Source: an optimization exercise on an open RTL-to-GDS flow (aim: a short achievable clock period and few clock cycles per item). Production flows keep margins and buffers that such runs may drop. At most, simulation tests tie the RTL to the original design; equivalence was not proved. Power figures rest on the tool's default switching activity, not on a simulated workload.

Setup of v20:
// ada_rx
module ada_rx (
    input  wire        clk,
    input  wire        rst,         
    input  wire        in_valid,
    input  wire [7:0]  in_data,
    output wire        in_ready,
    output wire        out_valid,
    input  wire        out_ready,
    output wire [1:0]  out_kind,    
    output wire [31:0] out_data,
    output wire        out_last
);
==> flow/config.mk <==
export PLATFORM = sky130hd
export DESIGN_NAME = ada_rx
export DESIGN_NICKNAME = ada_rx
export VERILOG_FILES = /design/flow/design.v
export SDC_FILE = /design/flow/constraint.sdc
export NUM_CORES = 4
export LEC_CHECK = 0
export ABC_CLOCK_PERIOD_IN_PS = 3000
export CAP_MARGIN = 20
export CORE_MARGIN = 2
export CORE_UTILIZATION = 70
export CTS_CLUSTER_DIAMETER = 60
export CTS_CLUSTER_SIZE = 28
export SLEW_MARGIN = 20
==> flow/constraint.sdc <==
create_clock -name core_clock -period 11.0 [get_ports {clk}]
set_input_delay 2.2000 -clock core_clock [delete_from_list [all_inputs] [get_ports {clk}]]
set_output_delay 2.2000 -clock core_clock [all_outputs]
set_load 0.01 [all_outputs]
standard.sh (not shown) runs the stock make flow with config.mk's settings and CLKGATE_MAP_FILE= SYNTH_SCRIPT=/design/flow/synth_recipe.tcl, a recipe that flattens the netlist after the stock synthesis.
==> flow/flow/run.sh <==
#!/bin/bash
set -euo pipefail
bash standard.sh SETUP_SLACK_MARGIN=7.8 finish > standard.log 2>&1
v20 finished every stage and its layout cleared the timing, DRC and antenna checks.
--- input diff v20..v35 ---
diff --git a/flow/design.v b/flow/design.v
--- a/flow/design.v
+++ b/flow/design.v
@@ -506,51 +506,41 @@
     reg [10:0] evq [0:15];
     always @(posedge clk)
         if (e_we) evq[e_wa] <= e_wd;
     reg        p_valid, h_valid;
     reg [1:0]  p_kind,  h_kind;
     reg [31:0] p_data,  h_data;
     reg        p_last,  h_last;
     reg [5:0]  wleft;      
-    reg [31:0] rsel;       
-    reg [31:0] ring_rd;
-    integer    ri;
-    always @* begin
-        ring_rd = 32'd0;
-        for (ri = 0; ri < 32; ri = ri + 1)
-            ring_rd = ring_rd | (ring[ri] & {32{rsel[ri]}});
-    end
     wire        ld    = !h_valid || out_ready;
     wire        e_av  = (erd != ewr_vis);
     wire [10:0] ev_rd = evq[erd[3:0]];
     wire        w_av   = (wleft != 6'd0);
     wire        n_val  = w_av || e_av;
     wire [1:0]  n_kind = w_av ? KIND_WORD : ev_rd[10] ? KIND_HDR : KIND_ERR;
     wire        n_last = w_av ? (wleft == 6'd1) : ev_rd[10] ? (ev_rd[5:0] == 6'd0) : 1'b1;
-    wire [31:0] n_data = w_av      ? ring_rd :
+    wire [31:0] n_data = w_av      ? ring[rdw[4:0]] :
                          ev_rd[10] ? {18'd0, ev_rd[5:0], 4'd0, ev_rd[9:6]} :
                                      {29'd0, ev_rd[8:6]};
     always @(posedge clk) begin
         if (rst_q) begin
             ewr_vis <= 5'd0;
             erd     <= 5'd0;
             rdw     <= 6'd0;
-            rsel    <= 32'd1;
             wleft   <= 6'd0;
             p_valid <= 1'b0;
             h_valid <= 1'b0;
         end else begin
             ewr_vis <= ewr;
             p_valid <= ld ? n_val : h_valid;
             h_valid <= ld ? n_val : p_valid;
             if (ld) begin
                 if (w_av) begin
                     rdw   <= rdw + 6'd1;
-                    rsel  <= {rsel[30:0], rsel[31]};
                     wleft <= wleft - 6'd1;
                 end else if (e_av) begin
                     erd   <= erd + 5'd1;
                     if (ev_rd[10])
                         wleft <= ev_rd[5:0];
                 end
             end
         end
Results
- v35: done, clean on timing, DRC and antenna
- When v35 is set beside v20, its number of antenna violations at the first check in global routing turns out to be 5 smaller.
- Taking v20 as the reference point, the proportion of power drawn by flip-flops and latches of v35 falls by 4.1 points.
- In v35, the fraction of standard cell area in multi-input logic came out 2.5 points above the value in v20.
- Compared to v20, v35 has slew at the pin closest to its max-slew limit 0.21 ns lower.
- Combinational cell fraction of total power delta for v35 relative to v20: 8.6 points higher
- Summary of v35 over v20: reported combinational group power higher, cell area higher, portion of the clock cycle consumed by the worst path in the final layout higher, final setup slack of the worst path lower, synthesized netlist cell count lower.
- The final reports for v35 and v20 show minimum hold slack higher in the former.
- Min wire length across v20 and v35: v35
- Delta(iteration count of the initial detailed-routing pass, v35 - v20) < 0
- In the metrics for v20 and v35, the one carrying the higher highest attainable clock frequency is v20.
Testbench counts of v35, summed over its fixed seeds: cycles 48,250, bytes 47,847.
Function not checked in v20: the RTL went through the layout flow alone.

* * *

ada_rx with an RTL version that a note above also has.
For scale: about 1600 flip-flops, ~49 I/O pins, roughly 64000 µm² of cells after synthesis.
Design ada_rx, start of the top module:
module ada_rx (
    input  wire        clk,
    input  wire        rst,         
    input  wire        in_valid,
    input  wire [7:0]  in_data,
    output wire        in_ready,
    output wire        out_valid,
    input  wire        out_ready,
    output wire [1:0]  out_kind,    
    output wire [31:0] out_data,
    output wire        out_last
);
Settings: LEC_CHECK=0, ABC_CLOCK_PERIOD_IN_PS=3000, CAP_MARGIN=20, CORE_MARGIN=2, CORE_UTILIZATION=55, CTS_CLUSTER_DIAMETER=60, CTS_CLUSTER_SIZE=28, SLEW_MARGIN=20; clock period 11.0 ns.
Scripts as last shown in full above: flow/flow/run.sh
The starting point went through all stages and came out clean.
Testbench counts at the start, summed over its fixed seeds: cycles 48,250, bytes 47,847.
Edit:
--- a/flow/design.v
+++ b/flow/design.v
@@ -503,52 +503,53 @@
     reg [31:0] ring [0:31];
     always @(posedge clk)
         if (r_we) ring[r_wa] <= r_wd;
     reg [10:0] evq [0:15];
     always @(posedge clk)
         if (e_we) evq[e_wa] <= e_wd;
-    reg        p_valid, h_valid;
-    reg [1:0]  p_kind,  h_kind;
-    reg [31:0] p_data,  h_data;
-    reg        p_last,  h_last;
+    reg        o_valid;
+    reg [1:0]  o_kind;
+    reg [31:0] o_data;
+    reg        o_last;
     reg [5:0]  wleft;      
-    wire        ld    = !h_valid || out_ready;
+    wire        ld    = !o_valid || out_ready;
     wire        e_av  = (erd != ewr_vis);
     wire [10:0] ev_rd = evq[erd[3:0]];
     wire        w_av   = (wleft != 6'd0);
     wire        n_val  = w_av || e_av;
     wire [1:0]  n_kind = w_av ? KIND_WORD : ev_rd[10] ? KIND_HDR : KIND_ERR;
     wire        n_last = w_av ? (wleft == 6'd1) : ev_rd[10] ? (ev_rd[5:0] == 6'd0) : 1'b1;
     wire [31:0] n_data = w_av      ? ring[rdw[4:0]] :
                          ev_rd[10] ? {18'd0, ev_rd[5:0], 4'd0, ev_rd[9:6]} :
                                      {29'd0, ev_rd[8:6]};
+    wire        hold  = !ld;
+    wire [35:0] o_cur = {o_valid, o_kind, o_last, o_data};
+    wire [35:0] o_new = {n_val, n_kind, n_last, n_data};
+    wire [35:0] o_nxt = (o_cur & {36{hold}}) | (o_new & {36{!hold}});
     always @(posedge clk) begin
         if (rst_q) begin
             ewr_vis <= 5'd0;
             erd     <= 5'd0;
             rdw     <= 6'd0;
             wleft   <= 6'd0;
-            p_valid <= 1'b0;
-            h_valid <= 1'b0;
+            o_valid <= 1'b0;
         end else begin
             ewr_vis <= ewr;
-            p_valid <= ld ? n_val : h_valid;
-            h_valid <= ld ? n_val : p_valid;
+            o_valid <= o_nxt[35];
             if (ld) begin
                 if (w_av) begin
                     rdw   <= rdw + 6'd1;
                     wleft <= wleft - 6'd1;
                 end else if (e_av) begin
                     erd   <= erd + 5'd1;
                     if (ev_rd[10])
                         wleft <= ev_rd[5:0];
                 end
             end
         end
-        {p_kind, p_last, p_data} <= ld ? {n_kind, n_last, n_data} : {h_kind, h_last, h_data};
-        {h_kind, h_last, h_data} <= ld ? {n_kind, n_last, n_data} : {p_kind, p_last, p_data};
+        {o_kind, o_last, o_data} <= o_nxt[34:0];
     end
-    assign out_valid = p_valid;
-    assign out_kind  = p_kind;
-    assign out_data  = p_data;
-    assign out_last  = p_last;
+    assign out_valid = o_valid;
+    assign out_kind  = o_kind;
+    assign out_data  = o_data;
+    assign out_last  = o_last;
 endmodule
Outcome: Sequential share of layout area rose by 0.59 points; critical path depth does not change; total power came out lower by a few percent; routed wire length goes down by a little under a tenth; design area falls slightly; utilization drops by 0.17 points; non-clock buffer count drops by 5; clock skew came out higher by 0.0055 ns; die area falls slightly.
The RTL of the second run of this note was laid out without a check of its function.

## what the ideal ports hide
The results above use ideal ports. As a check the final layouts listed here were re-extracted and re-timed, cells and wires unchanged.
Step 1 sets driving cells, clkbuf_16 on the clock port and buf_2 on the other inputs (assumed; they add their load-dependent delay and slew).
Step 2 also shifts input and output timing later by t, the mid clock arrival at the registers, as if the neighbouring blocks saw the same clock.
Slacks: no drivers / after step 1 / after step 2; pairs: no drivers / after step 1.
| run | shift t [ns] | setup WS [ns] | clock arrival spread, ns |
|---|---|---|---|
| v20 | 0.794 | 7.599 / 7.531 / 7.188 | 0.044 / 0.044 |
| v35 | 0.762 | 7.574 / 7.502 / 7.190 | 0.031 / 0.032 |
| the first run of note 2 | 0.786 | 7.550 / 7.481 / 7.154 | 0.032 / 0.031 |
| the second run of note 2 | 0.807 | 7.333 / 7.255 / 7.372 | 0.038 / 0.038 |
After both steps setup and hold are still met in every run listed. For v20, which loses most, drivers alone change the setup slack by -0.068 ns; drivers and shift together by -0.411 ns.
